From an optimization exercise on the open Yosys and OpenROAD flow, aimed at small area, a short achievable clock period and few clock cycles; shortcuts taken in it are not production practice.
At most, simulation tests tie the RTL to the original design; equivalence was not proved.
No functional check of the RTL was part of runs 1 to 4.
Power is estimated from default activity; no workload was simulated.

==> flow/flow/run.sh <==
#!/bin/bash
# The standard layout, with every port buffered by a plain buffer (buf_1) instead of the
# delay buffer buffer_ports picks by default; repair upsizes it where timing needs.
set -euo pipefail
export BUFFER_PORTS_ARGS="-buffer_cell sky130_fd_sc_hd__buf_1"
bash standard.sh finish > standard.log 2>&1
==> flow/standard.sh <==
#!/bin/bash
# synth_recipe.tcl (not shown) runs the flow's synth.tcl, then flattens the netlist and writes it again
# the make line also repeats each setting of config.mk as NAME=value (left out here)
make -C /OpenROAD-flow-scripts/flow DESIGN_CONFIG=/design/flow/config.mk WORK_HOME=/design/flow/orfs CLKGATE_MAP_FILE= SYNTH_SCRIPT=/design/flow/synth_recipe.tcl "${@:-finish}"
==> flow/config.mk <==
export PLATFORM = sky130hd
export DESIGN_NAME = frame_codec
export DESIGN_NICKNAME = frame_codec
export VERILOG_FILES = /design/flow/design.v
export SDC_FILE = /design/flow/constraint.sdc
export NUM_CORES = 4
export LEC_CHECK = 0
export CAP_MARGIN = 20
export CORE_MARGIN = 2
export CORE_UTILIZATION = 55
export CTS_CLUSTER_DIAMETER = 100
export CTS_CLUSTER_SIZE = 20
export SETUP_SLACK_MARGIN = 3.5
export SLEW_MARGIN = 20
==> flow/constraint.sdc <==
create_clock -name core_clock -period 6.0 [get_ports {clk}]
set_input_delay 1.2000 -clock core_clock [delete_from_list [all_inputs] [get_ports {clk}]]
set_output_delay 1.2000 -clock core_clock [all_outputs]
set_load 0.01 [all_outputs]
==> flow/design.v <==
module frame_codec (
    input  wire        clk,
    input  wire        rst,           
    input  wire        enc_start,
    input  wire        enc_abort,
    input  wire        enc_ext,
    input  wire        enc_dir,       
    input  wire [7:0]  enc_nt,
    input  wire [7:0]  enc_id,
    input  wire [7:0]  enc_attr,
    input  wire [7:0]  enc_opcode,
    input  wire [15:0] enc_pl_len,
    output wire [15:0] pl_addr,       
    input  wire [7:0]  pl_rdata,
    output wire        tx_valid,      
    output wire [7:0]  tx_data,
    input  wire        tx_ready,
    output wire [1:0]  enc_st,
    output wire [1:0]  enc_err,
    output wire [2:0]  enc_cause,
    output wire [15:0] enc_check,
    input  wire        dec_start,
    input  wire        dec_abort,
    input  wire        dec_dir,
    input  wire        rx_valid,      
    input  wire [7:0]  rx_data,
    output wire        rx_ready,
    output wire        dpl_we,        
    output wire [15:0] dpl_waddr,
    output wire [7:0]  dpl_wdata,
    output wire [1:0]  dec_st,
    output wire [1:0]  dec_err,
    output wire [2:0]  dec_cause,
    output reg  [7:0]  dec_nt,
    output reg         dec_ext,
    output reg  [7:0]  dec_id,
    output reg  [7:0]  dec_attr,
    output reg  [7:0]  dec_opcode,
    output wire [15:0] dec_pl_len,
    output wire [15:0] dec_check
);
    localparam [7:0] FRAME_START = 8'h10, FRAME_END = 8'h16, EXT_MARK = 8'h90;
    function automatic [15:0] crc_step(input [15:0] crc, input [7:0] b);
        integer i;
        reg [15:0] c;
        begin
            c = crc ^ {b, 8'h00};
            for (i = 0; i < 8; i = i + 1)
                c = c[15] ? ((c << 1) ^ 16'h1021) : (c << 1);
            crc_step = c;
        end
    endfunction
    function automatic [3:0] legacy_len(input dir, input [7:0] opc);
        begin
            case ({dir, opc})
                {1'b0, 8'h3F}: legacy_len = {1'b1, 3'd4};    
                {1'b1, 8'h3F}: legacy_len = {1'b1, 3'd3};    
                {1'b1, 8'h21}: legacy_len = {1'b1, 3'd1};    
                default:       legacy_len = {1'b0, 3'd0};
            endcase
        end
    endfunction
    localparam [1:0] ST_IDLE = 2'd0, ST_BUSY = 2'd1, ST_DONE = 2'd2, ST_FAULT = 2'd3;
    localparam N_NT = 0, N_MARK = 1, N_ID = 2, N_ATTR = 3, N_LENLO = 4, N_LENHI = 5,
               N_OPC = 6, N_PAY = 7, N_CHK1 = 8, N_CHK2 = 9, N_END = 10;
    reg [1:0]  e_st;
    reg [1:0]  e_cause;
    reg        e_err;
    reg [10:0] e_n;
    reg        e_ext;
    reg [7:0]  e_nt, e_id, e_attr, e_opcode;
    reg [15:0] e_len;         
    reg [15:0] e_p;           
    reg [15:0] e_crc;         
    reg [7:0]  e_o;           
    reg        e_ov;          
    reg        e_og;          
    reg        e_sv;          
    reg        e_rv;          
    wire [3:0]  e_tab   = legacy_len(enc_dir, enc_opcode);
    wire        e_c1    = !enc_ext && enc_opcode == EXT_MARK;
    wire        e_c2    = !enc_ext && !e_tab[3];
    wire        e_c3    = enc_ext ? (enc_pl_len == 16'hFFFF) : (enc_pl_len != {13'd0, e_tab[2:0]});
    wire [1:0]  e_ncause = e_c1 ? 2'd1 : e_c2 ? 2'd2 : e_c3 ? 2'd3 : 2'd0;
    wire        e_fire  = e_ov && tx_ready;
    wire        e_free  = !e_ov || tx_ready;
    wire        e_pend  = e_sv || e_rv;
    wire        e_more  = e_p != e_len;
    wire        e_ldpay = e_free && e_n[N_PAY];
    wire        e_iss   = e_more && !(e_pend && !e_ldpay);
    wire [15:0] e_pinc  = e_p + 16'd1;
    wire [15:0] e_crcs  = crc_step(e_crc, e_o);
    wire [7:0]  e_sum   = e_crc[7:0] - e_o;
    wire [15:0] e_crcn  = e_ext ? e_crcs : {e_crc[15:8], e_sum};
    wire        e_topay = e_pend || e_more;       
    wire [7:0]  e_src =
        ({8{e_n[N_NT]}}    & e_nt) |
        ({8{e_n[N_MARK]}}  & (e_ext ? EXT_MARK : e_opcode)) |
        ({8{e_n[N_ID]}}    & e_id) |
        ({8{e_n[N_ATTR]}}  & e_attr) |
        ({8{e_n[N_LENLO]}} & e_pinc[7:0]) |
        ({8{e_n[N_LENHI]}} & e_pinc[15:8]) |
        ({8{e_n[N_OPC]}}   & e_opcode) |
        ({8{e_n[N_PAY]}}   & (e_sv ? e_id : pl_rdata)) |
        ({8{e_n[N_CHK1]}}  & (e_ext ? e_crc[15:8] : e_crc[7:0])) |
        ({8{e_n[N_CHK2]}}  & (e_ext ? e_crc[7:0] : FRAME_END));
    wire        e_srcv = !e_n[N_END] && (!e_n[N_PAY] || e_pend) && (!e_n[N_CHK1] || !e_ov);
    wire [10:0] e_nn;
    assign e_nn[N_NT]    = 1'b0;
    assign e_nn[N_MARK]  = e_n[N_NT];
    assign e_nn[N_ID]    = e_n[N_MARK] && e_ext;
    assign e_nn[N_ATTR]  = e_n[N_ID];
    assign e_nn[N_LENLO] = e_n[N_ATTR];
    assign e_nn[N_LENHI] = e_n[N_LENLO];
    assign e_nn[N_OPC]   = e_n[N_LENHI];
    assign e_nn[N_PAY]   = ((e_n[N_MARK] && !e_ext) || e_n[N_OPC]) ? e_topay : (e_n[N_PAY] && e_more);
    assign e_nn[N_CHK1]  = ((e_n[N_MARK] && !e_ext) || e_n[N_OPC]) ? !e_topay : (e_n[N_PAY] && !e_more);
    assign e_nn[N_CHK2]  = e_n[N_CHK1];
    assign e_nn[N_END]   = e_n[N_CHK2];
    assign enc_st    = e_st;
    assign enc_err   = {1'b0, e_err};
    assign enc_cause = {1'b0, e_cause};
    assign enc_check = e_crc;
    assign pl_addr   = e_p;
    assign tx_valid  = e_ov;
    assign tx_data   = e_o;
    always @(posedge clk) begin
        if (rst || enc_abort) begin
            e_st    <= ST_IDLE;
            e_cause <= 2'd0;
            e_err   <= 1'b0;
            e_ov    <= 1'b0;
        end else if (e_st != ST_BUSY) begin
            if (enc_start) begin
                e_cause <= e_ncause;
                e_err   <= e_ncause != 2'd0;
                e_st    <= (e_ncause != 2'd0) ? ST_FAULT : ST_BUSY;
                e_ov    <= e_ncause == 2'd0;
            end
        end else if (e_fire && e_n[N_END]) begin
            e_st <= ST_DONE;
            e_ov <= 1'b0;
        end else if (e_free)
            e_ov <= e_srcv;
    end
    always @(posedge clk) begin
        if (e_st != ST_BUSY) begin
            if (enc_start) begin
                e_ext    <= enc_ext;
                e_nt     <= enc_nt;
                e_id     <= enc_id;
                e_attr   <= enc_attr;
                e_opcode <= enc_opcode;
                e_len    <= enc_pl_len;
                e_p      <= enc_pl_len;
                e_o      <= FRAME_START;
                e_og     <= 1'b0;
                e_n      <= 11'd1 << N_NT;
                e_crc    <= {8'd0, {8{!enc_ext}}};
                e_sv     <= 1'b0;
                e_rv     <= 1'b0;
            end
        end else begin
            if (e_fire && e_og) e_crc <= e_crcn;
            if (e_free) begin
                e_o  <= e_src;
                e_og <= |e_n[N_PAY:N_NT];
                if (e_srcv) e_n <= e_nn;
            end
            e_rv <= e_iss;
            if (e_sv ? !e_ldpay : (e_rv && !e_ldpay)) begin
                if (!e_sv) e_id <= pl_rdata;
                e_sv <= 1'b1;
            end else
                e_sv <= 1'b0;
            if (e_free && ((e_n[N_NT] && !e_ext) || e_n[N_LENHI]))
                e_p <= 16'd0;
            else if (e_iss)
                e_p <= e_pinc;
        end
    end
    localparam [3:0] D_HUNT = 4'd0, D_NT = 4'd1, D_OPC = 4'd2, D_XID = 4'd3, D_XATTR = 4'd4,
                     D_XLO = 4'd5, D_XHI = 4'd6, D_XOPC = 4'd7, D_PAY = 4'd8,
                     D_CK1 = 4'd9, D_CK2 = 4'd10;
    reg [1:0]  d_st;
    reg        d_rx;          
    reg [3:0]  d_pos;
    reg [7:0]  d_b;           
    reg        f_nt;          
    reg        f_step;        
    reg        f_lopc;        
    reg        f_lpay;        
    reg        f_we;          
    reg        f_ck1, f_ck2;  
    reg        d_dir;
    reg [15:0] d_crc;         
    reg        d_bad;
    reg [15:0] d_cnt;         
    reg [15:0] d_rem;         
    reg [2:0]  d_cause;
    reg [1:0]  d_err;
    wire        d_take  = d_rx && rx_valid;
    wire [7:0]  rb      = rx_data;
    wire        rb_mark = rb == EXT_MARK;
    wire [3:0]  d_tab   = legacy_len(d_dir, rb);
    wire        d_last  = d_rem == 16'd1;
    wire [15:0] d_crcs  = crc_step(f_nt ? 16'd0 : d_crc, d_b);
    wire [7:0]  d_sum   = (f_lopc ? dec_nt : d_crc[7:0]) + d_b;
    assign dec_st     = d_st;
    assign dec_err    = d_err;
    assign dec_cause  = d_cause;
    assign rx_ready   = d_rx;
    assign dpl_we     = f_we;
    assign dpl_waddr  = d_cnt;
    assign dpl_wdata  = d_b;
    assign dec_pl_len = d_cnt;
    assign dec_check  = d_crc;
    always @(posedge clk) d_b <= rb;
    always @(posedge clk) begin
        if (rst || dec_abort) begin
            d_st    <= ST_IDLE;
            d_rx    <= 1'b0;
            d_cause <= 3'd0;
            d_err   <= 2'd0;
            f_we    <= 1'b0;
            f_ck2   <= 1'b0;
        end else begin
            f_we  <= d_take && d_pos == D_PAY;
            f_ck2 <= d_take && d_pos == D_CK2;
            if (d_st != ST_BUSY) begin
                if (dec_start) begin
                    d_cause <= 3'd0;
                    d_err   <= 2'd0;
                    d_st    <= ST_BUSY;
                    d_rx    <= 1'b1;
                end
            end else if (d_take) begin
                case (d_pos)
                    D_OPC: if (!rb_mark && !d_tab[3]) begin
                        d_cause <= 3'd4; d_err <= 2'd2; d_st <= ST_FAULT; d_rx <= 1'b0;
                    end
                    D_XHI: if (rb == 8'd0 && d_rem[7:0] == 8'd0) begin
                        d_cause <= 3'd5; d_err <= 2'd2; d_st <= ST_FAULT; d_rx <= 1'b0;
                    end
                    D_CK2: d_rx <= 1'b0;      
                    default: ;
                endcase
            end
            if (f_ck2) begin
                if (dec_ext) begin
                    if (d_bad || d_b != d_crc[7:0]) begin
                        d_cause <= 3'd3; d_err <= 2'd1; d_st <= ST_FAULT;
                    end else
                        d_st <= ST_DONE;
                end else if (d_bad) begin
                    d_cause <= 3'd1; d_err <= 2'd1; d_st <= ST_FAULT;
                end else if (d_b != FRAME_END) begin
                    d_cause <= 3'd2; d_err <= 2'd1; d_st <= ST_FAULT;
                end else
                    d_st <= ST_DONE;
            end
        end
    end
    always @(posedge clk) begin
        f_nt   <= d_take && d_pos == D_NT;
        f_step <= d_take && (d_pos == D_NT || (d_pos == D_OPC && rb_mark) ||
                             (d_pos >= D_XID && d_pos <= D_XOPC) || (d_pos == D_PAY && dec_ext));
        f_lopc <= d_take && d_pos == D_OPC && !rb_mark;
        f_lpay <= d_take && d_pos == D_PAY && !dec_ext;
        f_ck1  <= d_take && d_pos == D_CK1;
        if (d_st != ST_BUSY) begin
            if (dec_start) begin
                d_dir <= dec_dir;
                d_pos <= D_HUNT;
            end
        end else if (d_take) begin
            case (d_pos)
                D_HUNT: if (rb == FRAME_START) d_pos <= D_NT;
                D_NT: begin
                    dec_nt   <= rb;
                    dec_id   <= 8'd0;       
                    dec_attr <= 8'd0;
                    d_pos    <= D_OPC;
                end
                D_OPC: begin                
                    dec_ext    <= rb_mark;
                    dec_opcode <= rb;
                    d_rem      <= {13'd0, d_tab[2:0]};
                    d_pos      <= rb_mark ? D_XID : D_PAY;
                end
                D_XID: begin
                    dec_id <= rb;
                    d_pos  <= D_XATTR;
                end
                D_XATTR: begin
                    dec_attr <= rb;
                    d_pos    <= D_XLO;
                end
                D_XLO: begin
                    d_rem[7:0] <= rb;
                    d_pos      <= D_XHI;
                end
                D_XHI: begin
                    d_rem[15:8] <= rb;
                    d_pos       <= D_XOPC;
                end
                D_XOPC, D_PAY: begin
                    if (d_pos == D_XOPC) dec_opcode <= rb;
                    d_rem <= d_rem - 16'd1;
                    d_pos <= d_last ? D_CK1 : D_PAY;
                end
                D_CK1:   d_pos <= D_CK2;
                default: ;
            endcase
        end
        if (f_step) d_crc <= d_crcs;
        if (f_lopc || f_lpay) d_crc[7:0] <= d_sum;
        if (f_we) d_cnt <= d_cnt + 16'd1;
        if (d_st != ST_BUSY && dec_start) d_cnt <= 16'd0;
        if (f_ck1) begin
            if (dec_ext) begin
                d_bad       <= d_b != d_crc[15:8];
                d_crc[15:8] <= d_b;
            end else begin
                d_bad <= d_b != ~d_crc[7:0];
                d_crc <= {8'd0, d_b};
            end
        end
        if (f_ck2 && dec_ext) d_crc[7:0] <= d_b;
    end
endmodule
==> results.yml, run 1 <==
run_status:
  status: "complete, no violations"
pwr:
  ir_worst_vdd_v: 0.000224
  leakagePower_nw: 4.57
  total_power_mw: 3.54
  switching_share_pct: 29.1
  p_int_mw: 2.51
  pwr-share-clk_pct: 27.3
  power_frac_seq_pct: 52.7
  combPwrFrac_pct: 20.0
  power_density_mw_per_mm2: 266
  p_switching_mw: 1.03
setup_path:
  path_cells: "buf_8, or4_4, a2111oi_4, nand4_1, o41ai_4, and2b_1, nor2_1"
  critical_path_arrival_ns: 2.86
  critPathMaxStageDelay_ns: 0.55
  end_kind: "register"
  critPathSlowestCell: "or4_4"
  worstSetupPathType: "input port to register"
  crit_required_ns: 6.37
  worstPathMaxFanout: 3
  start_kind: "input port"
synthesis:
  synthMuxAreaShare_pct: 2.93
  async_flop_share_pct: 0
  yosysTopAreaCell: "edfxtp_1"
  syn_avg_cell_area_sq_um: 10.4
  ys_ff_latch: 219
  synth-compound-area-share_pct: 11.4
  synth-edff-count: 166
  synth_area_sq_mm: 0.0117
  synthXorXnorAreaFrac_pct: 10.5
  synth_common_cells: "edfxtp_1 (166), nor2_1 (102), nand2_1 (101)"
  ys.flop_type: "edfxtp_1"
  yosysWarnings: 1
  synth_top_family_by_area: "simple AND/OR/NAND/NOR gates"
  synth_fa_ha_area_share_pct: 2.37
  synth.most_common_cell: "edfxtp_1"
  seq_area_frac_synth_pct: 51.6
  synthCells: 1129
  synth.top_cell.area_share_pct: 42.6
  yosys.area_share.simple_pct: 17.3
  synthTopCellsByArea: "edfxtp_1 (43%), dfxtp_1 (9.1%), xnor2_1 (6.2%)"
  yosysUniqueCellTypes: 79
worst_hold_path:
  hp-class: "register to register"
global_routing:
  grt_max_degree: 56
  overflow: 0
  grt_pass1_wl_mm: 50.1
  gr-usage-all-layers_pct: 29.1
  antenna_found_initial: 1
  grt_pass1_vias: 8960
drt:
  wirelength_mm: 33.3
  vias: 9348
  drtIter0Drc: 751
  vias_per_cell: 5.85
  drc: 0
  drt-pass1-iter-count: 7
  wire_per_inst_microns: 20.8
  ant_nets: 0
timing:
  finalHoldViolCount: 0
  fin_skew_ns: 0.0139
  rsz0062_at_grt: "yes"
  fin_crit_sh_pct: 41.5
  setup_violations: 0
  tightestPinTransition_ns: 0.991
  drv_slew: 0
  tns_ns: 0
  finalCriticalPeriod_ns: 2.49
  fin_ws_ns: 3.51
  slew_headroom_pct: 33.4
  fmax_ghz: 0.401
clock_network:
  numCtsBuffers: 14
  cts_tree: "yes"
  cts_max_level: 1
  clock_path_buffers: 3
  insertion_delay_ns: 0.48
  ctsHoldBuffers: 0
  clock_sinks: 219
  path_clk_slew_ns: 0.09
  root_buffer: "clkbuf_16"
floorplan:
  num_rows: 53
  die-area_sq_mm: 0.0225
  die-width_microns: 150
  core_area_sq_mm: 0.0210
  pin_count: 221
  dieHeight_microns: 150
  start_util_pct: 55.9
final_layout:
  final_nets: 1411
  diodes: 0
  final_util_pct: 63.6
  design_area_sq_mm: 0.0133
  drive_above_1_share_pct: 7.94
  area_growth_pct: 13.8
placement:
  gp_congestion: 0.847
  io_buffers: 218
  dp_slack_ns: 2.76
  dpl.hpwl_mm: 24.1
  placed_area_sq_mm: 0.0126
flow_run:
  max_cap_violations: 0
==> sequential cells by signal, summed over array words and instances, names as in the netlist, 11 cells and up <==
name   count
d_cnt     16
d_rem     16
e_n       11
e_p       16
d_crc     16
e_len     16
e_crc     16
==> through the flow <==
step / std cells / hold slack, ns
finish: 1598 / 0.480
global route: 1598 / 0.511
CTS: 1591 / 0.489
detailed placement: 1561 / 0.466
global placement: 1561 / 0.454
floorplan: 1130 / 0.432
==> cells in the final DEF (no fill, tap or decap), drive strengths merged, types with 5 or more instances in the layout <==
cell / instances
o21a: 5
nand2b: 8
or4: 5
xnor2: 83
or3: 5
and3: 9
ha: 19
and4: 5
nor2b: 19
xor2: 55
o31ai: 7
nor2: 102
o211ai: 9
nand2: 101
nand4: 16
nor4b: 6
nor4: 19
o21ai: 90
a21oi: 41
clkbuf: 29
inv: 32
and2: 26
or2: 6
buf: 228
nand3: 47
mux2: 18
mux2i: 14
a31oi: 6
nor3: 23
edfxtp: 166
dfxtp: 53
==> routing by layer <==
metal	wire length [microns]	global-route usage, %	vias to the layer above	share of wire [%]
met3	2040	3.57	70	6.1
met5	11	0	-	0.033
li1	-	-	4424	-
met2	16500	49.3	348	49
met4	1220	11.6	2	3.7
met1	13600	38.3	4504	41
==> layout make-up <==
type,count,area (sq um)
Clock buffer,24,409
Fill cell,1869,7620
Inverter,33,130
Multi-Input combinational cell,812,5400
Sequential cell,219,6060
Tap cell,275,344
Timing Repair Buffer,233,971
Timing Repair inverter,2,12.5
==> logic make-up (layout without fill, tap and decap cells) <==
group / Yosys count / count (layout)
flip-flops: 219 / 219
AND/OR/NAND/NOR: 408 / 408
AO/OA/AOI/OAI: 210 / 210
XOR/XNOR: 139 / 139
other: 1 / 2
adder cells (fa/ha/maj): 21 / 21
buffers and inverters: 99 / 292
multiplexers: 32 / 32
==> final timing paths <==
path	startpoint	to	slack (ns)	cells after the start
worst max-delay path	enc_pl_len[9]	e_st[1]$_SDFFE_PP0P_	3.51	7
worst min-delay path	d_err[1]$_SDFF_PP0_	d_err[1]$_SDFF_PP0_	0.48	1
worst max register to register	e_ext$_DFFE_PP_	e_p[7]$_DFFE_PP_	3.62	6
worst min register to register	d_err[1]$_SDFF_PP0_	d_err[1]$_SDFF_PP0_	0.48	1
==> worst max-delay path: cells and delay by family <==
kind	cells	cell delay (ns)
AND/OR/NAND/NOR	4	1.02
buffers and inverters	1	0.09
AO/OA/AOI/OAI	2	0.54
==> repair_timing <==
item                       in CTS  in global routing
resized for setup              29                 29
cloned                          1                  1
pin swaps                       2                  7
setup buffers                   5                  6
setup endpoints to repair     107                 87
==> power by group through the flow <==
| stage | clock network [mW] | logic [mW] | registers, mW |
|---|---|---|---|
| 5_1_grt | 1.03 | 0.790 | 1.88 |
| 2_1_floorplan | 0 | 0.495 | 1.86 |
| 6_report | 0.966 | 0.709 | 1.87 |
| 3_3_place_gp | 0 | 0.664 | 1.91 |
| 3_5_place_dp | 0 | 0.673 | 1.90 |
| 4_1_cts | 0.976 | 0.692 | 1.87 |
==> inputs of run 2 (changes only) <==
--- a/flow/config.mk
+++ b/flow/config.mk
@@ -11,4 +11,4 @@
 export CTS_CLUSTER_DIAMETER = 100
 export CTS_CLUSTER_SIZE = 20
-export SETUP_SLACK_MARGIN = 3.5
+export SETUP_SLACK_MARGIN = 3.6
 export SLEW_MARGIN = 20
==> run 2 against run 1 <==
  * Still clean on timing, DRC and antenna
  * Register-to-register slack improved by 0.07 ns
  * Sequential power is essentially flat
  * Flip-flop and latch count is the same
  * Final cell count up 3.5%
  * Utilization is 3.2 points higher
  * Power is 2.7% higher
  * Hold slack got worse by 0.0032 ns
  * Combinational power up 12%
  * Clock power up 1%
  * Die area unchanged
  * Largest cell class unchanged
==> results.yml, run 2 <==
setup_path:
  endpoint: "e_err$_SDFFE_PP0P_"
  reg2reg_to: "d_crc[7]$_DFF_P_"
  start_kind: "input port"
  critical_path_arrival_ns: 2.79
  startpoint: "enc_pl_len[9]"
  reg2reg_depth: 9
  rrSetupSlack_ns: 3.69
  end_kind: "register"
  crit_required_ns: 6.38
  worstPathMaxFanout: 3
  worstSetupPathType: "input port to register"
  rr_startpoint: "f_lopc$_DFF_P_"
pwr:
  switching_share_pct: 29.5
  leakagePower_nw: 4.85
  combPwrFrac_pct: 21.7
  power_frac_seq_pct: 51.5
  pwr-share-clk_pct: 26.8
  ir_worst_vdd_v: 0.000198
  p_switching_mw: 1.07
  power_density_mw_per_mm2: 260
  p_int_mw: 2.57
drt:
  wire_per_inst_microns: 21.2
  drc: 0
  drt-pass1-iter-count: 5
  vias: 9697
  drtIter0Drc: 820
  vias_per_cell: 5.86
  wirelength_mm: 35.1
  ant_nets: 0
synthesis:
  yosysUniqueCellTypes: 79
  ys.flop_type: "edfxtp_1"
  synth_common_cells: "edfxtp_1 (166), nor2_1 (102), nand2_1 (101)"
  ys_ff_latch: 219
  synth_area_sq_mm: 0.0117
  yosysTopAreaCell: "edfxtp_1"
  async_flop_share_pct: 0
  yosysWarnings: 1
  syn_avg_cell_area_sq_um: 10.4
  synth.most_common_cell: "edfxtp_1"
  synth.top_cell.area_share_pct: 42.6
  synthTopCellsByArea: "edfxtp_1 (43%), dfxtp_1 (9.1%), xnor2_1 (6.2%)"
  seq_area_frac_synth_pct: 51.6
  synthCells: 1129
  synth-edff-count: 166
final_layout:
  multi_input_area_sq_mm: 0.00558
  area_growth_pct: 19.5
  n_fill_cell: 1786
  drive_above_1_share_pct: 13.2
  mostFrequentLayoutCell: "buf_1"
  design_area_sq_mm: 0.0140
  final_nets: 1465
  instances_no_fill: 1654
  regArea_sq_mm: 0.00608
  final_cell_mix: "buf_1 (208), edfxtp_1 (166), nand2_1 (100), nor2_1 (98), xnor2_1 (83)"
clock_network:
  numCtsBuffers: 14
  cts_max_level: 1
  cts_tree: "yes"
  ctsHoldBuffers: 0
  path_clk_slew_ns: 0.08
  insertion_delay_ns: 0.48
  clock_path_buffers: 3
  root_buffer: "clkbuf_16"
  clock_sinks: 219
global_routing:
  grt_max_degree: 56
  grt_pass1_wl_mm: 52.4
  grt_pass1_vias: 9089
  antenna_found_initial: 5
  gr-usage-all-layers_pct: 30.5
  overflow: 0
placement:
  placed_cells_incl_taps: 1559
  gp_congestion: 0.888
  dpl.hpwl_mm: 24.6
  placed_area_sq_mm: 0.0127
  io_buffers: 218
timing:
  slew_headroom_pct: 51.9
  setup_violations: 0
  fin_crit_sh_pct: 40.3
  fin_skew_ns: 0.0196
  rsz0062_at_grt: "yes"
  finalCriticalPeriod_ns: 2.42
  tightestPinTransition_ns: 0.715
  drv_slew: 0
  fmax_ghz: 0.414
  finalHoldViolCount: 0
  tns_ns: 0
floorplan:
  num_rows: 53
  die-width_microns: 150
  core_area_sq_mm: 0.0210
  die-area_sq_mm: 0.0225
  pin_count: 221
  dieHeight_microns: 150
  start_util_pct: 55.9
worst_hold_path:
  hp-class: "register to register"
run_status:
  status: "complete, no violations"
flow_run:
  max_cap_violations: 0
==> run 2: cell count changes in the layout (fill, tap and decap cells not counted), moves of 3 or more <==
cell	change
buf_12	+3
a21oi_1	-4
dfxtp_1	-6
ha_1	-6
buf_4	+51
ha_4	+4
dfxtp_4	+5
clkbuf_2	-3
==> run 2: worst min path at each step <==
| stage | start | end | cells past startpoint |
|---|---|---|---|
| after detailed placement | d_cause[2]$_SDFF_PP0_ | d_cause[2]$_SDFF_PP0_ | 1 |
| after global placement | d_err[1]$_SDFF_PP0_ | d_err[1]$_SDFF_PP0_ | 1 |
| final | d_cause[2]$_SDFF_PP0_ | d_cause[2]$_SDFF_PP0_ | 1 |
| after CTS | d_cause[2]$_SDFF_PP0_ | d_cause[2]$_SDFF_PP0_ | 1 |
| after global routing | d_cause[1]$_SDFF_PP0_ | d_cause[1]$_SDFF_PP0_ | 2 |
| after floorplan | f_ck1$_DFF_P_ | d_bad$_DFFE_PP_ | 0 |
==> run 2: logic make-up after synthesis <==
group | after synthesis | synth area share, %
AOI/OAI and AO/OA | 210 | 11.4
xor gates and xnor gates | 139 | 10.5
adders and majority gates | 21 | 2.37
buffers and inverters | 99 | 3.80
DFF | 219 | 51.6
muxes | 32 | 2.93
other | 1 | 0.0320
and+or+nand+nor | 408 | 17.3
==> run 2: per-stage QoR <==
step | total power [mW] | setup slack [ns] | hold WS (ns) | utilization (%)
after global placement | 2.58 | 2.81 | 0.453 | 60.6
final | 3.64 | 3.58 | 0.476 | 66.8
after global routing | 3.80 | 3.48 | 0.514 | 66.8
after CTS | 3.57 | 3.40 | 0.480 | 64.1
after floorplan | 2.36 | 3.33 | 0.432 | -
after detailed placement | 2.58 | 2.69 | 0.460 | 60.6
==> run 2: layout make-up <==
| type | count | area share (%) |
|---|---|---|
| Antenna cell | 2 | 0.0358 |
| Clock buffer | 23 | 2.90 |
| Clock inverter | 1 | 0.0268 |
| Inverter | 33 | 0.930 |
| Multi-Input combinational cell | 812 | 39.9 |
| Sequential cell | 219 | 43.5 |
| Tap cell | 275 | 2.46 |
| Timing Repair Buffer | 286 | 10.2 |
| Timing Repair inverter | 3 | 0.161 |
==> run 2: timing repair <==
item                       CTS  global route
pin swaps                    4            21
setup endpoints to repair  161           146
setup buffers               19            47
gates cloned                 3             0
gates resized for setup     54            47
==> run 2: power by group through the flow <==
| stage | combinational [mW] | sequential [mW] | clock (mW) |
|---|---|---|---|
| after floorplan | 0.499 | 1.86 | 0 |
| after global placement | 0.667 | 1.91 | 0 |
| after detailed placement | 0.673 | 1.91 | 0 |
| after CTS | 0.716 | 1.87 | 0.986 |
| after global routing | 0.877 | 1.88 | 1.04 |
| final | 0.791 | 1.87 | 0.976 |
==> run 2: worst max-delay path, cell delays in order <==
cell	delay (ns)
buf_8	0.09
or4_4	0.56
a2111oi_4	0.19
nand4_1	0.21
o41ai_4	0.30
and2b_1	0.20
nor2_1	0.04
==> run 2: routing by layer <==
| metal | part of all wire (%) | routed length, microns | GRT usage [%] | up-vias |
|---|---|---|---|---|
| li1 | - | - | - | 4530 |
| met1 | 40 | 14000 | 40.9 | 4646 |
| met2 | 48 | 16900 | 50.9 | 446 |
| met3 | 8.0 | 2800 | 4.45 | 69 |
| met4 | 3.6 | 1270 | 10.3 | 6 |
| met5 | 0.13 | 46 | 0 | - |
==> inputs of run 3 (changes only) <==
--- a/flow/config.mk
+++ b/flow/config.mk
@@ -11,4 +11,4 @@
 export CTS_CLUSTER_DIAMETER = 100
 export CTS_CLUSTER_SIZE = 20
-export SETUP_SLACK_MARGIN = 3.6
+export SETUP_SLACK_MARGIN = 3.65
 export SLEW_MARGIN = 20
==> run 3 against run 2 <==
  * Highest routed layer unchanged
  * Clock power about the same
  * Combinational power increased by about 10%
  * Design area increased by 2.3%
  * Global-route usage decreased by 0.093 points
  * Die area unchanged
  * Critical path type unchanged
  * Non-clock buffer count increased by 31
  * Via count increased by 1.5%
==> results.yml, run 3 <==
clock_network:
  clock_sinks: 219
  insertion_delay_ns: 0.49
  path_clk_slew_ns: 0.08
  clock_path_buffers: 3
  root_buffer: "clkbuf_16"
  ctsHoldBuffers: 0
  cts_max_level: 1
  numCtsBuffers: 14
  cts_tree: "yes"
setup_path:
  start_kind: "input port"
  crit_required_ns: 6.35
  rrSetupSlack_ns: 3.70
  rr_startpoint: "dec_nt[0]$_DFFE_PP_"
  path_cells: "buf_8, or4_4, a2111oi_4, nand4_1, o41ai_4, buf_4, o31ai_1"
  worstSetupPathType: "input port to register"
  critPathSlowestCell: "or4_4"
  critPathBufInv: 2
  critPathMaxStageDelay_ns: 0.56
  startpoint: "enc_pl_len[9]"
  worstPathMaxFanout: 3
  critical_path_arrival_ns: 2.85
  cpLargestDelayFamily: "simple AND/OR/NAND/NOR gates"
  reg2reg_depth: 8
  reg2reg_to: "d_crc[7]$_DFF_P_"
  end_kind: "register"
timing:
  finalHoldViolCount: 0
  slew_headroom_pct: 46.3
  fin_ws_ns: 3.51
  rsz0062_at_grt: "yes"
  fin_crit_sh_pct: 41.6
  fin_hold_ws_ns: 0.479
  tns_ns: 0
  fin_skew_ns: 0.0200
  tightestPinTransition_ns: 0.799
  setup_violations: 0
  finalCriticalPeriod_ns: 2.49
  fmax_ghz: 0.401
  drv_slew: 0
global_routing:
  antenna_found_initial: 3
  grt_max_degree: 55
  overflow: 0
  grt_pass1_wl_mm: 52.2
  grt_pass1_vias: 9204
  gr-usage-all-layers_pct: 30.4
drt:
  drtIter0Drc: 831
  drc: 0
  wirelength_mm: 35.3
  wire_per_inst_microns: 21.0
  vias_per_cell: 5.84
  vias: 9840
  ant_nets: 0
  drt-pass1-iter-count: 5
pwr:
  power_density_mw_per_mm2: 258
  ir_worst_vdd_v: 0.000157
  total_power_mw: 3.70
  leakagePower_nw: 5.04
synthesis:
  synthXorXnorAreaFrac_pct: 10.5
  yosysWarnings: 1
  yosysUniqueCellTypes: 79
  yosysTopAreaCell: "edfxtp_1"
  syn_avg_cell_area_sq_um: 10.4
  ys_ff_latch: 219
  seq_area_frac_synth_pct: 51.6
  synth.most_common_cell: "edfxtp_1"
  synth_top_family_by_area: "simple AND/OR/NAND/NOR gates"
  async_flop_share_pct: 0
  synth-compound-area-share_pct: 11.4
  synthMuxAreaShare_pct: 2.93
  ys.flop_type: "edfxtp_1"
  synth.top_cell.area_share_pct: 42.6
  synth_area_sq_mm: 0.0117
  synth-edff-count: 166
  synth_common_cells: "edfxtp_1 (166), nor2_1 (102), nand2_1 (101)"
  synthCells: 1129
  synthTopCellsByArea: "edfxtp_1 (43%), dfxtp_1 (9.1%), xnor2_1 (6.2%)"
  yosys.area_share.simple_pct: 17.3
  synth_fa_ha_area_share_pct: 2.37
placement:
  dpl.hpwl_mm: 24.3
  io_buffers: 218
  gp_congestion: 0.873
  dp_slack_ns: 2.67
final_layout:
  final_nets: 1496
  area_growth_pct: 22.2
  final_util_pct: 68.3
  final_cell_mix: "buf_1 (206), edfxtp_1 (166), nand2_1 (100), nor2_1 (98), buf_4 (96)"
  mostFrequentLayoutCell: "buf_1"
  drive_above_1_share_pct: 16.2
  n_fill_cell: 1707
floorplan:
  dieHeight_microns: 150
  core_area_sq_mm: 0.0210
  start_util_pct: 55.9
  die-area_sq_mm: 0.0225
  die-width_microns: 150
  num_rows: 53
  pin_count: 221
worst_hold_path:
  hp-class: "register to register"
  min_path_cells: 1
  worstHoldStart: "d_err[1]$_SDFF_PP0_"
  min_to: "d_err[1]$_SDFF_PP0_"
flow_run:
  max_cap_violations: 0
run_status:
  status: "complete, no violations"
==> run 3: cell count changes in the layout (fill, tap and decap cells not counted), sizes merged <==
cell,change
buf,+29
clkbuf,+3
diode,-1
inv,-1
==> run 3: how the worst max path moves through the flow <==
stage	to	slack [ns]	depth (start not counted)
2_1_floorplan	e_err$_SDFFE_PP0P_	3.33	6
3_3_place_gp	e_st[1]$_SDFFE_PP0P_	2.73	6
3_5_place_dp	e_st[1]$_SDFFE_PP0P_	2.67	6
4_1_cts	e_st[1]$_SDFFE_PP0P_	3.50	7
5_1_grt	e_cause[1]$_SDFFE_PP0P_	3.44	7
6_report	e_cause[1]$_SDFFE_PP0P_	3.51	7
==> run 3: area by class of cell <==
cell class / instances / area, sq um / area share [%]
inverter: 33 / 128 / 0.891
antenna: 1 / 2.50 / 0.0175
timing repair inverter: 3 / 22.5 / 0.157
sequential: 219 / 6100 / 42.6
timing repair buffer: 317 / 1680 / 11.7
clock buffer: 24 / 409 / 2.86
tap: 275 / 344 / 2.40
multi-input combinational: 812 / 5640 / 39.4
==> run 3: kinds of logic after synthesis <==
group / Yosys count
and+or+nand+nor: 408
DFF: 219
AOI/OAI and AO/OA: 210
xor gates and xnor gates: 139
buffers and inverters: 99
muxes: 32
adders and majority gates: 21
other: 1
==> run 3: worst reg2reg max path, stage by stage (launching register included) <==
cell and delay (ns):
edfxtp_1 0.50, mux2_4 0.32, ha_4 0.17, a21oi_2 0.16, o211ai_1 0.14, o41ai_2 0.36
xor2_1 0.22, mux2i_1 0.21, o211ai_1 0.10
==> run 3: stage by stage <==
step / instance area (sq um) / cells
after global placement: 12700 / 1561
after global routing: 14300 / 1683
final: 14300 / 1684
after detailed placement: 12700 / 1561
after CTS: 13900 / 1653
after floorplan: 11900 / 1130
==> run 3: power by group <==
group          total (mW)  switching [mW]  leakage [nW]  internal [mW]
Sequential           1.85           0.118          2.03           1.73
Clock               0.975           0.506         0.195          0.469
Combinational       0.872           0.468          2.81          0.405
==> run 3: metal layers <==
metal  up-vias  routed length [microns]  track usage (%)
li1       4598                        -                -
met1      4749                    14200             39.5
met2       409                    17400             51.3
met3        80                     2360             4.73
met4         4                     1280             11.9
met5         -                       28                0
==> run 3: repair_timing <==
action                                 in CTS  in global routing
endpoints found under the hold margin       0                  0
cloned                                      3                  0
setup buffers                              65                 30
setup endpoints to repair                 215                 93
resized for setup                          85                 33
pin swaps                                  13                 16
==> inputs of run 4 (changes only) <==
==> flow/flow/run.sh (replaced) <==
#!/bin/bash
# The standard layout, with every port buffered by a plain buffer (buf_1) instead of the
# delay buffer buffer_ports picks by default (repair upsizes it where timing needs), and
# clock tree synthesis without the dummy loads it adds for balancing.
set -euo pipefail
export BUFFER_PORTS_ARGS="-buffer_cell sky130_fd_sc_hd__buf_1"
export CTS_ARGS="-sink_clustering_enable -repair_clock_nets -sink_clustering_size 20 -sink_clustering_max_diameter 100 -dont_use_dummy_load"
bash standard.sh finish > standard.log 2>&1
--- a/flow/config.mk
+++ b/flow/config.mk
@@ -11,4 +11,4 @@
 export CTS_CLUSTER_DIAMETER = 100
 export CTS_CLUSTER_SIZE = 20
-export SETUP_SLACK_MARGIN = 3.65
+export SETUP_SLACK_MARGIN = 3.5
 export SLEW_MARGIN = 20
==> run 4 against run 3 <==
  * Still clean on timing, DRC and antenna
  * Sequential power about the same
  * Synthesized cell count unchanged
  * Power is 6.0% lower
  * First-iteration DRC count decreased by 15%
  * Non-clock buffer count fell by 83
  * Clock skew is 0.0015 ns higher
  * Maximum frequency hardly changed
  * Via count shrank 5.2%
  * Hold slack improved by 0.0015 ns
  * Count of clock-buffer cells in the layout fell by 10
  * Critical path type unchanged
==> results.yml, run 4 <==
floorplan:
  die-width_microns: 150
  core_area_sq_mm: 0.0210
  num_rows: 53
  start_util_pct: 55.9
  dieHeight_microns: 150
  die-area_sq_mm: 0.0225
  pin_count: 221
worst_hold_path:
  min_to: "d_err[1]$_SDFF_PP0_"
  hp-class: "register to register"
  worstHoldStart: "d_err[1]$_SDFF_PP0_"
  min_path_cells: 1
final_layout:
  area_growth_pct: 13.5
  final_nets: 1412
  regArea_sq_mm: 0.00606
  multi_input_area_sq_mm: 0.00540
  drive_above_1_share_pct: 7.99
  n_fill_cell: 1873
  final_cell_mix: "buf_1 (207), edfxtp_1 (166), nor2_1 (100), nand2_1 (100), xnor2_1 (83)"
  mostFrequentLayoutCell: "buf_1"
drt:
  drtIter0Drc: 703
  drt-pass1-iter-count: 6
  wirelength_mm: 33.4
  vias_per_cell: 5.87
  drc: 0
  wire_per_inst_microns: 21.0
  ant_nets: 0
  vias: 9326
clock_network:
  cts_max_level: 1
  clock_path_buffers: 3
  cts_tree: "yes"
  insertion_delay_ns: 0.48
  numCtsBuffers: 14
  root_buffer: "clkbuf_16"
  clock_sinks: 219
  path_clk_slew_ns: 0.09
  ctsHoldBuffers: 0
synthesis:
  synth_area_sq_mm: 0.0117
  seq_area_frac_synth_pct: 51.6
  ys_ff_latch: 219
  syn_avg_cell_area_sq_um: 10.4
  synth.top_cell.area_share_pct: 42.6
  synthCells: 1129
  yosysWarnings: 1
  synth_common_cells: "edfxtp_1 (166), nor2_1 (102), nand2_1 (101)"
  synthTopCellsByArea: "edfxtp_1 (43%), dfxtp_1 (9.1%), xnor2_1 (6.2%)"
  yosysTopAreaCell: "edfxtp_1"
  async_flop_share_pct: 0
  yosysUniqueCellTypes: 79
  ys.flop_type: "edfxtp_1"
  synth.most_common_cell: "edfxtp_1"
  synth-edff-count: 166
timing:
  fin_hold_ws_ns: 0.481
  tns_ns: 0
  slew_headroom_pct: 35.1
  tightestPinTransition_ns: 0.966
  finalCriticalPeriod_ns: 2.49
  drv_slew: 0
  fin_skew_ns: 0.0215
  fmax_ghz: 0.401
  fin_crit_sh_pct: 41.6
  finalHoldViolCount: 0
  setup_violations: 0
  rsz0062_at_grt: "yes"
setup_path:
  end_kind: "register"
  worstSetupPathType: "input port to register"
  rrSetupSlack_ns: 3.62
  startpoint: "enc_pl_len[9]"
  critical_path_arrival_ns: 2.87
  reg2reg_depth: 6
  reg2reg_to: "d_rem[13]$_DFFE_PP_"
  worstPathMaxFanout: 3
  rr_startpoint: "d_rem[4]$_DFFE_PP_"
  start_kind: "input port"
  crit_required_ns: 6.37
global_routing:
  grt_pass1_vias: 8975
  grt_max_degree: 56
  antenna_found_initial: 1
  gr-usage-all-layers_pct: 29.4
  grt_pass1_wl_mm: 50.3
  overflow: 0
pwr:
  ir_worst_vdd_v: 0.000223
  power_density_mw_per_mm2: 262
  total_power_mw: 3.48
  leakagePower_nw: 4.56
run_status:
  status: "complete, no violations"
placement:
  dpl.hpwl_mm: 24.1
  io_buffers: 218
  gp_congestion: 0.847
flow_run:
  max_cap_violations: 0
==> run 4: cell types whose count changed in the layout (fill, tap and decap cells not counted), sizes merged <==
cell / previous run / this run
buf: 315 / 229
clkinv: 1 / 0
clkinvlp: 4 / 3
inv: 31 / 32
clkbuf: 26 / 19
==> run 4: kinds of logic (layout without fill, tap and decap cells) <==
family | count (synthesis) | count (layout) | synth area share (%)
xor gates and xnor gates | 139 | 139 | 10.5
adders and majority gates | 21 | 21 | 2.37
AOI/OAI and AO/OA | 210 | 210 | 11.4
and+or+nand+nor | 408 | 408 | 17.3
muxes | 32 | 32 | 2.93
DFF | 219 | 219 | 51.6
other | 1 | 3 | 0.0320
buffers and inverters | 99 | 283 | 3.80
==> run 4: worst max-delay path by stage <==
stage,to,slack (ns),cells after the start
6_report,e_st[1]$_SDFFE_PP0P_,3.51,7
4_1_cts,e_attr[0]$_DFFE_PP_,3.46,4
3_3_place_gp,e_err$_SDFFE_PP0P_,2.86,6
5_1_grt,dec_attr[0]$_SDFFCE_PN0P_,3.40,3
2_1_floorplan,e_err$_SDFFE_PP0P_,3.33,6
3_5_place_dp,e_err$_SDFFE_PP0P_,2.76,6
==> run 4: timing repair <==
item	CTS	global route
endpoints found under the setup margin	107	96
cloned	2	0
pin swaps	2	8
endpoints found under the hold margin	0	0
resized for setup	30	31
setup buffers	5	7
==> run 4: power breakdown <==
part / internal (mW) / switching [mW] / leakage, nW
clock network: 0.418 / 0.480 / 0.173
registers: 1.73 / 0.137 / 2.03
logic: 0.313 / 0.397 / 2.36
total: 2.46 / 1.01 / 4.56
==> run 4: layout make-up <==
| class | count | share of cell area (%) |
|---|---|---|
| inverters | 33 | 0.979 |
| diodes | 1 | 0.0188 |
| multi-input cells | 812 | 40.7 |
| well taps | 275 | 2.59 |
| clock buffers | 14 | 2.64 |
| flip-flops and latches | 219 | 45.6 |
| repair buffers | 234 | 7.41 |
| repair inverters | 2 | 0.0942 |
==> run 4: critical path, stage by stage <==
cell and delay, ns:
buf_8 0.09, or4_4 0.55, a2111oi_4 0.23, nand4_1 0.23
o41ai_4 0.32, and2b_1 0.20, nor2_1 0.04
==> run 4: routing by layer <==
metal	vias up	GRT usage, %	wire (microns)
li1	4411	-	-
met2	321	49.8	16400
met1	4519	38.1	13700
met3	73	3.99	2040
met4	2	11.8	1340
met5	-	0	11
==> run 4: metrics by stage <==
stage          std cells  utilization [%]  cell area [sq um]  setup WS (ns)
2_1_floorplan       1130                -              11800           3.33
3_3_place_gp        1561             60.3              12600           2.86
3_5_place_dp        1561             60.3              12600           2.76
4_1_cts             1582             62.7              13100           3.46
5_1_grt             1589             63.4              13300           3.40
6_report            1590             63.4              13300           3.51
==> inputs of run 5 (changes only) <==
--- a/flow/design.v
+++ b/flow/design.v
@@ -76,5 +76,6 @@
     reg        e_ov;          
     reg        e_og;          
-    reg        e_sv;          
+    reg [7:0]  e_s;           
+    reg        e_sv;
     reg        e_rv;          
     wire [3:0]  e_tab   = legacy_len(enc_dir, enc_opcode);
@@ -102,8 +103,8 @@
         ({8{e_n[N_LENHI]}} & e_pinc[15:8]) |
         ({8{e_n[N_OPC]}}   & e_opcode) |
-        ({8{e_n[N_PAY]}}   & (e_sv ? e_id : pl_rdata)) |
-        ({8{e_n[N_CHK1]}}  & (e_ext ? e_crc[15:8] : e_crc[7:0])) |
+        ({8{e_n[N_PAY]}}   & (e_sv ? e_s : pl_rdata)) |
+        ({8{e_n[N_CHK1]}}  & (e_ext ? e_crcn[15:8] : e_crcn[7:0])) |
         ({8{e_n[N_CHK2]}}  & (e_ext ? e_crc[7:0] : FRAME_END));
-    wire        e_srcv = !e_n[N_END] && (!e_n[N_PAY] || e_pend) && (!e_n[N_CHK1] || !e_ov);
+    wire        e_srcv = !e_n[N_END] && (!e_n[N_PAY] || e_pend);
     wire [10:0] e_nn;
     assign e_nn[N_NT]    = 1'b0;
@@ -170,5 +171,5 @@
             e_rv <= e_iss;
             if (e_sv ? !e_ldpay : (e_rv && !e_ldpay)) begin
-                if (!e_sv) e_id <= pl_rdata;
+                if (!e_sv) e_s <= pl_rdata;
                 e_sv <= 1'b1;
             end else
--- a/flow/config.mk
+++ b/flow/config.mk
@@ -11,4 +11,4 @@
 export CTS_CLUSTER_DIAMETER = 100
 export CTS_CLUSTER_SIZE = 20
-export SETUP_SLACK_MARGIN = 3.5
+export SETUP_SLACK_MARGIN = 3.6
 export SLEW_MARGIN = 20
==> run 5 against run 4 <==
  * Critical path depth shrank 5
  * Maximum frequency grew 4.0%
  * Design area grew 4.4%
  * Final cell count grew 1.7%
  * Critical endpoint is now dec_nt[0]
  * First-iteration DRC count grew 19%
  * Clock skew grew 0.018 ns
  * Power grew 6.3%
==> results.yml, run 5 <==
run_status:
  status: "complete, no violations"
synthesis:
  synth_common_cells: "edfxtp_1 (174), nand2_1 (108), nor2_1 (89)"
  synthTopCellsByArea: "edfxtp_1 (44%), dfxtp_1 (8.9%), xnor2_1 (6.1%)"
  synth-edff-count: 174
  ys_ff_latch: 227
  yosysWarnings: 1
  async_flop_share_pct: 0
  yosysTopAreaCell: "edfxtp_1"
  syn_avg_cell_area_sq_um: 10.5
  synthCells: 1131
  synth.top_cell.area_share_pct: 43.8
  yosysUniqueCellTypes: 74
  seq_area_frac_synth_pct: 52.7
  synth.most_common_cell: "edfxtp_1"
  synth_area_sq_mm: 0.0119
  ys.flop_type: "edfxtp_1"
final_layout:
  final_nets: 1439
  mostFrequentLayoutCell: "buf_1"
  final_cell_mix: "buf_1 (207), edfxtp_1 (174), nand2_1 (107), nor2_1 (84), xnor2_1 (83)"
  area_growth_pct: 16.4
  drive_above_1_share_pct: 12.4
  final_util_pct: 65.6
setup_path:
  start_kind: "register"
  rr_startpoint: "dec_nt[0]$_DFFE_PP_"
  end_kind: "primary output"
  critical_path_arrival_ns: 1.20
  crit_required_ns: 4.80
  rrSetupSlack_ns: 3.67
  worstPathMaxFanout: 2
  reg2reg_depth: 10
  reg2reg_to: "d_crc[6]$_DFF_P_"
  worstSetupPathType: "register to primary output"
worst_hold_path:
  hp-class: "register to register"
  worstHoldStart: "d_err[0]$_SDFF_PP0_"
  min_path_cells: 2
  min_to: "d_err[0]$_SDFF_PP0_"
timing:
  drv_slew: 0
  setup_violations: 0
  tightestPinTransition_ns: 0.819
  fmax_ghz: 0.417
  tns_ns: 0
  finalHoldViolCount: 0
  finalCriticalPeriod_ns: 2.40
  fin_skew_ns: 0.0398
  rsz0062_at_grt: "yes"
  fin_crit_sh_pct: 40.0
  slew_headroom_pct: 45.0
drt:
  vias_per_cell: 5.87
  drt-pass1-iter-count: 5
  drtIter0Drc: 837
  wirelength_mm: 32.9
  vias: 9486
  ant_nets: 0
  drc: 0
  wire_per_inst_microns: 20.3
floorplan:
  num_rows: 53
  pin_count: 221
  die-width_microns: 151
  die-area_sq_mm: 0.0229
  start_util_pct: 56.4
  core_area_sq_mm: 0.0212
  dieHeight_microns: 151
pwr:
  ir_worst_vdd_v: 0.000203
  leakagePower_nw: 4.74
  power_density_mw_per_mm2: 266
clock_network:
  numCtsBuffers: 15
  cts_max_level: 1
  path_clk_slew_ns: 0.09
  cts_tree: "yes"
  clock_path_buffers: 3
  root_buffer: "clkbuf_16"
  ctsHoldBuffers: 0
  insertion_delay_ns: 0.48
  clock_sinks: 227
global_routing:
  antenna_found_initial: 0
  overflow: 0
  grt_max_degree: 48
  grt_pass1_vias: 8843
  gr-usage-all-layers_pct: 27.8
  grt_pass1_wl_mm: 48.7
placement:
  io_buffers: 218
  dpl.hpwl_mm: 23.5
  gp_congestion: 0.873
flow_run:
  max_cap_violations: 0
-- run 5: cells by family after synthesis --
| kind of cell | count (synthesis) | share of synthesized area [%] |
|---|---|---|
| multiplexers | 29 | 2.61 |
| adder cells (fa/ha/maj) | 21 | 2.33 |
| other | 1 | 0.0315 |
| flip-flops | 227 | 52.7 |
| AO/OA/AOI/OAI | 214 | 11.3 |
| XOR/XNOR | 135 | 10.0 |
| AND/OR/NAND/NOR | 400 | 17.1 |
| buffers and inverters | 104 | 3.90 |
-- run 5: how the worst max path moves through the flow --
stage / start / endpoint / slack, ns / depth (start not counted)
final: dec_nt[0]$_DFFE_PP_ / dec_nt[0] / 3.60 / 2
after global routing: f_lopc$_DFF_P_ / d_crc[7]$_DFF_P_ / 3.57 / 10
after CTS: e_crc[0]$_DFFE_PP_ / e_o[6]$_SDFFCE_PN0P_ / 3.60 / 10
after detailed placement: enc_start / e_ov$_SDFFE_PP0P_ / 2.86 / 5
after global placement: enc_start / e_ov$_SDFFE_PP0P_ / 2.89 / 5
after floorplan: rx_data[3] / d_rx$_SDFFE_PP0P_ / 3.41 / 6
-- run 5: timing repair --
item                       CTS  global route
setup endpoints to repair  141            86
pin swaps                    4            20
gates resized for setup     41            54
gates cloned                 1             0
setup buffers               17            20
-- run 5: cell type report --
cell class	count	area [sq um]
repair inverters	1	7.51
fillers	1775	7280
inverters	39	154
flip-flops and latches	227	6320
multi-input cells	801	5500
diodes	1	2.50
well taps	275	344
repair buffers	258	1180
clock buffers	15	375
-- run 5: per-layer routing --
metal / wire (microns) / global-route usage (%)
met3: 2190 / 3.10
met4: 934 / 9.72
met5: 0 / 0
met2: 16700 / 48.7
met1: 13000 / 35.9
-- run 5: stage by stage --
step / hold slack, ns / power (mW) / cells / setup WS, ns / instance area (sq um)
finish: 0.488 / 3.70 / 1617 / 3.60 / 13900
global route: 0.502 / 3.85 / 1616 / 3.57 / 13900
CTS: 0.485 / 3.64 / 1596 / 3.60 / 13500
detailed placement: 0.465 / 2.67 / 1563 / 2.86 / 12900
global placement: 0.463 / 2.66 / 1563 / 2.89 / 12900
floorplan: 0.432 / 2.44 / 1132 / 3.41 / 12100
-- run 5: report_power, final --
| part | total, mW | internal (mW) | leakage, nW | switching, mW |
|---|---|---|---|---|
| combinational | 0.806 | 0.363 | 2.46 | 0.443 |
| clock | 0.961 | 0.447 | 0.185 | 0.514 |
| sequential | 1.93 | 1.80 | 2.09 | 0.131 |
-- run 5: worst max-delay path, stage by stage (launching register included) --
cell and delay (ns):
edfxtp_1 0.44, buf_4 0.16, buf_1 0.11
Testbench counts of run 5, summed over its fixed seeds: cycles 60,163.
==> inputs of run 6 (changes only) <==
--- a/flow/config.mk
+++ b/flow/config.mk
@@ -8,5 +8,5 @@
 export CAP_MARGIN = 20
 export CORE_MARGIN = 2
-export CORE_UTILIZATION = 55
+export CORE_UTILIZATION = 50
 export CTS_CLUSTER_DIAMETER = 100
 export CTS_CLUSTER_SIZE = 20
==> run 6 against run 5 <==
  * Power increased by 0.66%
  * Count of clock-buffer cells in the layout stayed put
  * Still clean
  * Design area up 1.1%
  * Combinational power is 2.9% higher
  * Clock skew about the same
  * Via count up 2.3%
==> results.yml, run 6 <==
setup_path:
  reg2reg_to: "d_crc[6]$_DFF_P_"
  critical_path_arrival_ns: 1.25
  worstSetupPathType: "register to primary output"
  start_kind: "register"
  rrSetupSlack_ns: 3.64
  worstPathMaxFanout: 2
  reg2reg_depth: 10
  crit_required_ns: 4.80
  rr_startpoint: "f_lopc$_DFF_P_"
  end_kind: "primary output"
placement:
  gp_congestion: 0.892
  dpl.hpwl_mm: 24.4
  dp_slack_ns: 2.80
  io_buffers: 218
final_layout:
  drive_above_1_share_pct: 12.8
  final_cell_mix: "buf_1 (209), edfxtp_1 (174), nand2_1 (107), nor2_1 (85), xnor2_1 (83)"
  diodes: 0
  final_nets: 1452
  area_growth_pct: 17.7
  final_util_pct: 59.8
  mostFrequentLayoutCell: "buf_1"
drt:
  drc: 0
  drtIter0Drc: 953
  wire_per_inst_microns: 20.7
  wirelength_mm: 34.7
  vias_per_cell: 5.80
  vias: 9707
  drt-pass1-iter-count: 6
  ant_nets: 0
timing:
  tightestPinTransition_ns: 0.905
  fin_ws_ns: 3.55
  fmax_ghz: 0.408
  finalHoldViolCount: 0
  setup_violations: 0
  drv_slew: 0
  slew_headroom_pct: 39.2
  fin_hold_ws_ns: 0.487
  fin_crit_sh_pct: 40.9
  rsz0062_at_grt: "yes"
  finalCriticalPeriod_ns: 2.45
  fin_skew_ns: 0.0395
  tns_ns: 0
global_routing:
  grt_use_met3_pct: 2.75
  overflow: 0
  grt_use_met1_pct: 37.0
  gr-usage-all-layers_pct: 26.8
  met2_usage_pct: 45.2
  grt_max_degree: 48
  antenna_found_initial: 0
  grt_pass1_wl_mm: 51.3
  grt_pass1_vias: 8969
  grt_busiest_layer: "met2"
pwr:
  ir_worst_vdd_v: 0.000225
  power_density_mw_per_mm2: 265
  leakagePower_nw: 4.79
synthesis:
  synthCells: 1131
  yosysWarnings: 1
  synthTopCellsByArea: "edfxtp_1 (44%), dfxtp_1 (8.9%), xnor2_1 (6.1%)"
  synth.most_common_cell: "edfxtp_1"
  seq_area_frac_synth_pct: 52.7
  ys_ff_latch: 227
  synth.top_cell.area_share_pct: 43.8
  async_flop_share_pct: 0
  synth-edff-count: 174
  yosysTopAreaCell: "edfxtp_1"
  synth_area_sq_mm: 0.0119
  ys.flop_type: "edfxtp_1"
  synth_common_cells: "edfxtp_1 (174), nand2_1 (108), nor2_1 (89)"
  syn_avg_cell_area_sq_um: 10.5
  yosysUniqueCellTypes: 74
clock_network:
  insertion_delay_ns: 0.50
  cts_tree: "yes"
  clock_path_buffers: 3
  cts_max_level: 1
  root_buffer: "clkbuf_16"
  path_clk_slew_ns: 0.08
  numCtsBuffers: 15
  clock_sinks: 227
run_status:
  status: "complete, no violations"
floorplan:
  dieHeight_microns: 158
  num_rows: 56
  pin_count: 221
  die-width_microns: 158
  start_util_pct: 50.8
  core_area_sq_mm: 0.0235
  die-area_sq_mm: 0.0251
worst_hold_path:
  min_path_cells: 2
  min_to: "d_err[0]$_SDFF_PP0_"
  hp-class: "register to register"
  worstHoldStart: "d_err[0]$_SDFF_PP0_"
flow_run:
  max_cap_violations: 0
==> run 6: cell counts after synthesis <==
Identical to the previous run, type by type.
==> run 6: cell families after synthesis <==
kind of cell	synth area share, %
other cells	0.0315
xor+xnor	10.0
simple gates	17.1
fa+ha+maj	2.33
mux	2.61
compound gates	11.3
flops	52.7
buf+inv	3.90
==> run 6: worst max path at each step <==
stage | startpoint | to | slack [ns] | cells past startpoint
after floorplan | rx_data[3] | d_rx$_SDFFE_PP0P_ | 3.41 | 6
after global placement | enc_start | e_ov$_SDFFE_PP0P_ | 2.89 | 5
after detailed placement | enc_start | e_ov$_SDFFE_PP0P_ | 2.80 | 5
after CTS | e_crc[0]$_DFFE_PP_ | enc_check[0] | 3.58 | 2
after global routing | d_pos[3]$_SDFFCE_PN0P_ | d_rx$_SDFFE_PP0P_ | 3.50 | 5
final | dec_nt[1]$_DFFE_PP_ | dec_nt[1] | 3.55 | 2
==> run 6: layout make-up <==
type                       instances  area [sq um]
tap                              319           399
sequential                       227          6320
fill                            2057          9440
inverter                          39           153
clock buffer                      15           375
multi-input combinational        801          5510
timing repair inverter             1          7.51
timing repair buffer             271          1260
==> run 6: power breakdown <==
part	leakage (nW)	switching (mW)	internal [mW]	total (mW)
Clock	0.185	0.516	0.447	0.964
Combinational	2.51	0.458	0.371	0.829
Sequential	2.09	0.131	1.80	1.93
==> run 6: per-layer routing <==
| metal | part of all wire [%] | up-vias |
|---|---|---|
| met1 | 42 | 4746 |
| li1 | - | 4509 |
| met4 | 2.4 | 0 |
| met3 | 6.4 | 49 |
| met2 | 49 | 403 |
| met5 | 0 | - |
==> run 6: per-stage QoR <==
| step | area (sq um) | power [mW] | instances |
|---|---|---|---|
| 2_1_floorplan | 12100 | 2.44 | 1132 |
| 3_3_place_gp | 13000 | 2.67 | 1607 |
| 3_5_place_dp | 13000 | 2.68 | 1607 |
| 4_1_cts | 13600 | 3.66 | 1638 |
| 5_1_grt | 14000 | 3.88 | 1673 |
| 6_report | 14000 | 3.72 | 1673 |
==> run 6: critical path: stages, from the launching register on <==
cell,delay [ns]
edfxtp_1,0.47
buf_4,0.18
buf_1,0.12
==> run 6: what timing repair did <==
action / CTS / global route
endpoints found under the setup margin: 132 / 94
hold endpoints to repair: 0 / 0
hold buffers: 0 / 0
gates resized for setup: 38 / 51
pin swaps: 6 / 20
setup buffers: 15 / 35
gates cloned: 1 / 0
==> inputs of run 7 (changes only) <==
--- a/flow/config.mk
+++ b/flow/config.mk
@@ -8,7 +8,7 @@
 export CAP_MARGIN = 20
 export CORE_MARGIN = 2
-export CORE_UTILIZATION = 50
+export CORE_UTILIZATION = 55
 export CTS_CLUSTER_DIAMETER = 100
 export CTS_CLUSTER_SIZE = 20
-export SETUP_SLACK_MARGIN = 3.6
+export SETUP_SLACK_MARGIN = 3.55
 export SLEW_MARGIN = 20
==> run 7 against run 6 <==
  * Still clean on timing, DRC and antenna
  * Maximum frequency barely moved
  * Sequential share of layout area rose by 0.92 points
  * Flip-flop and latch count did not move
  * Hold slack got worse by 0.0080 ns
  * Via count fell by 2.6%
  * Clock skew rose by 0.0032 ns
  * Register-to-register slack got worse by 0.02 ns
  * Design area fell by 2.2%
  * Die area fell by 8.9%
  * Critical path type unchanged
==> results.yml, run 7 <==
run_status:
  status: "complete, no violations"
floorplan:
  die-area_sq_mm: 0.0229
  core_area_sq_mm: 0.0212
  dieHeight_microns: 151
  pin_count: 221
  num_rows: 53
  start_util_pct: 56.4
  die-width_microns: 151
global_routing:
  antenna_found_initial: 3
  grt_pass1_wl_mm: 50.5
  grt_pass1_vias: 8813
  gr-usage-all-layers_pct: 28.9
  overflow: 0
  grt_max_degree: 49
timing:
  tightestPinTransition_ns: 0.835
  fin_hold_ws_ns: 0.479
  finalCriticalPeriod_ns: 2.46
  slew_headroom_pct: 44.2
  fin_skew_ns: 0.0427
  fin_crit_sh_pct: 40.9
  rsz0062_at_grt: "yes"
  tns_ns: 0
  drv_slew: 0
  fmax_ghz: 0.407
  setup_violations: 0
  finalHoldViolCount: 0
flow_run:
  max_cap_violations: 0
synthesis:
  yosysWarnings: 1
  ys.flop_type: "edfxtp_1"
  synth_area_sq_mm: 0.0119
  synth-compound-area-share_pct: 11.3
  synth_common_cells: "edfxtp_1 (174), nand2_1 (108), nor2_1 (89)"
  syn_avg_cell_area_sq_um: 10.5
  synth_fa_ha_area_share_pct: 2.33
  yosys.area_share.simple_pct: 17.1
  synthTopCellsByArea: "edfxtp_1 (44%), dfxtp_1 (8.9%), xnor2_1 (6.1%)"
  synthMuxAreaShare_pct: 2.61
  async_flop_share_pct: 0
  ys_ff_latch: 227
  synth.top_cell.area_share_pct: 43.8
  seq_area_frac_synth_pct: 52.7
  synth_top_family_by_area: "simple AND/OR/NAND/NOR gates"
  synthXorXnorAreaFrac_pct: 10.0
  synth-edff-count: 174
  synth.most_common_cell: "edfxtp_1"
  synthCells: 1131
  yosysTopAreaCell: "edfxtp_1"
  yosysUniqueCellTypes: 74
worst_hold_path:
  hp-class: "register to register"
  worstHoldStart: "d_err[1]$_SDFF_PP0_"
setup_path:
  end_kind: "primary output"
  worstSetupPathType: "register to primary output"
  cpLargestDelayFamily: "flip-flops"
  startpoint: "d_b[4]$_DFF_P_"
  rr_startpoint: "f_lopc$_DFF_P_"
  critPathMaxStageDelay_ns: 0.55
  critical_path_arrival_ns: 1.26
  worstPathMaxFanout: 10
  crit_required_ns: 4.80
  critPathBufInv: 1
  critPathSlowestCell: "dfxtp_2"
  path_cells: "buf_1"
  start_kind: "register"
drt:
  drtIter0Drc: 763
  drc: 0
  ant_nets: 0
  wirelength_mm: 33.8
  vias: 9456
  wire_per_inst_microns: 21.1
  vias_per_cell: 5.89
  drt-pass1-iter-count: 7
pwr:
  total_power_mw: 3.67
  leakagePower_nw: 4.63
  ir_worst_vdd_v: 0.000212
  power_density_mw_per_mm2: 268
clock_network:
  clock_path_buffers: 3
  clock_sinks: 227
  root_buffer: "clkbuf_16"
  path_clk_slew_ns: 0.09
  cts_max_level: 1
  numCtsBuffers: 15
  insertion_delay_ns: 0.50
  cts_tree: "yes"
final_layout:
  mostFrequentLayoutCell: "buf_1"
  area_growth_pct: 15.2
  final_cell_mix: "buf_1 (210), edfxtp_1 (174), nand2_1 (107), nor2_1 (87), xnor2_1 (83)"
  n_fill_cell: 1811
  final_nets: 1426
  drive_above_1_share_pct: 10.5
placement:
  dpl.hpwl_mm: 24.2
  io_buffers: 218
  gp_congestion: 0.920
-- run 7: tightest hold or removal path, stage by stage (launching register included) --
cell and delay (ns):
dfxtp_1 0.32, nand2_1 0.05, a31oi_1 0.06
-- run 7: final timing paths --
check                        endpoint  slack [ns]  cells past startpoint
setup / recovery         dpl_wdata[4]        3.54                      1
hold / removal    d_err[1]$_SDFF_PP0_        0.48                      2
setup reg to reg     d_crc[6]$_DFF_P_        3.62                     10
hold reg to reg   d_err[1]$_SDFF_PP0_        0.48                      2
-- run 7: area by class of cell --
| cell class | instances | area [sq um] | share of cell area, % |
|---|---|---|---|
| inverters | 39 | 154 | 1.12 |
| repair inverters | 2 | 15.0 | 0.109 |
| clock buffers | 15 | 375 | 2.73 |
| repair buffers | 244 | 1060 | 7.71 |
| multi-input cells | 801 | 5470 | 39.8 |
| flip-flops and latches | 227 | 6310 | 46.0 |
| well taps | 275 | 344 | 2.51 |
| diodes | 3 | 7.51 | 0.0547 |
-- run 7: timing repair --
item | in CTS | in global routing
endpoints found under the setup margin | 121 | 126
gates resized for setup | 27 | 55
pin swaps | 1 | 18
setup buffers | 5 | 18
cloned | 1 | 1
hold endpoints to repair | 0 | 0
hold buffers | 0 | 0
-- run 7: metrics by stage --
stage | setup slack, ns | instance area, sq um | utilization (%) | cells
3_5_place_dp | 2.81 | 12900 | 60.9 | 1563
4_1_cts | 3.39 | 13400 | 63.3 | 1584
3_3_place_gp | 2.85 | 12900 | 60.9 | 1563
2_1_floorplan | 3.45 | 12000 | - | 1132
5_1_grt | 3.51 | 13700 | 64.9 | 1604
6_report | 3.54 | 13700 | 64.9 | 1606
-- run 7: logic make-up after synthesis --
kind of cell	Yosys count
AND/OR/NAND/NOR	400
flip-flops	227
AO/OA/AOI/OAI	214
multiplexers	29
buffers and inverters	104
XOR/XNOR	135
adder cells (fa/ha/maj)	21
other	1
-- run 7: routing by layer --
layer	wire (microns)	track usage, %	vias up
met5	0	0	-
met4	1040	8.18	0
met3	2200	3.40	60
met2	16900	49.8	371
met1	13700	38.6	4550
li1	-	-	4475
-- run 7: report_power, final --
group          internal [mW]  total [mW]  switching (mW)
sequential              1.80        1.94           0.143
combinational          0.359       0.789           0.431
clock                  0.447       0.945           0.498

what the ideal ports hide:
The flow's constraints put no driver on any port. The routed layouts listed below were extracted and timed again, unchanged, in two steps. Step 1 (the two cells are an assumption about what drives the block):
set clk [get_ports {clk}]
set_driving_cell -lib_cell sky130_fd_sc_hd__clkbuf_16 $clk
set_driving_cell -lib_cell sky130_fd_sc_hd__buf_2 [delete_from_list [all_inputs] $clk]
Step 2 times the ports against the registers' clock, not the clock port: input delays grow and output delays shrink by t, the midpoint of the rising clock arrivals with the driver on. Three values: ideal, step 1, step 2; two values: the first two.
run | shift t [ns] | setup WS [ns] | worst setup path after step 2 | latest minus earliest clock arrival (ns) | worst data-port slew with drivers (ns)
run 1 | 0.524 | 3.509 / 3.515 / 2.990 | input to register | 0.015 / 0.015 | 0.08
run 2 | 0.525 | 3.583 / 3.547 / 3.067 | input to register | 0.032 / 0.032 | 0.08
run 3 | 0.527 | 3.507 / 3.516 / 2.989 | input to register | 0.020 / 0.020 | 0.09
run 4 | 0.519 | 3.506 / 3.512 / 2.993 | input to register | 0.022 / 0.022 | 0.08
run 5 | 0.514 | 3.602 / 3.551 / 3.151 | input to register | 0.040 / 0.040 | 0.07
run 6 | 0.524 | 3.546 / 3.499 / 3.105 | input to register | 0.045 / 0.045 | 0.06
run 7 | 0.523 | 3.544 / 3.497 / 3.149 | input to register | 0.043 / 0.044 | 0.08
After both steps every run listed still meets setup and hold. The setup slack of run 1, which loses most, moves by +0.006 ns with the drivers and by -0.519 ns with both steps.
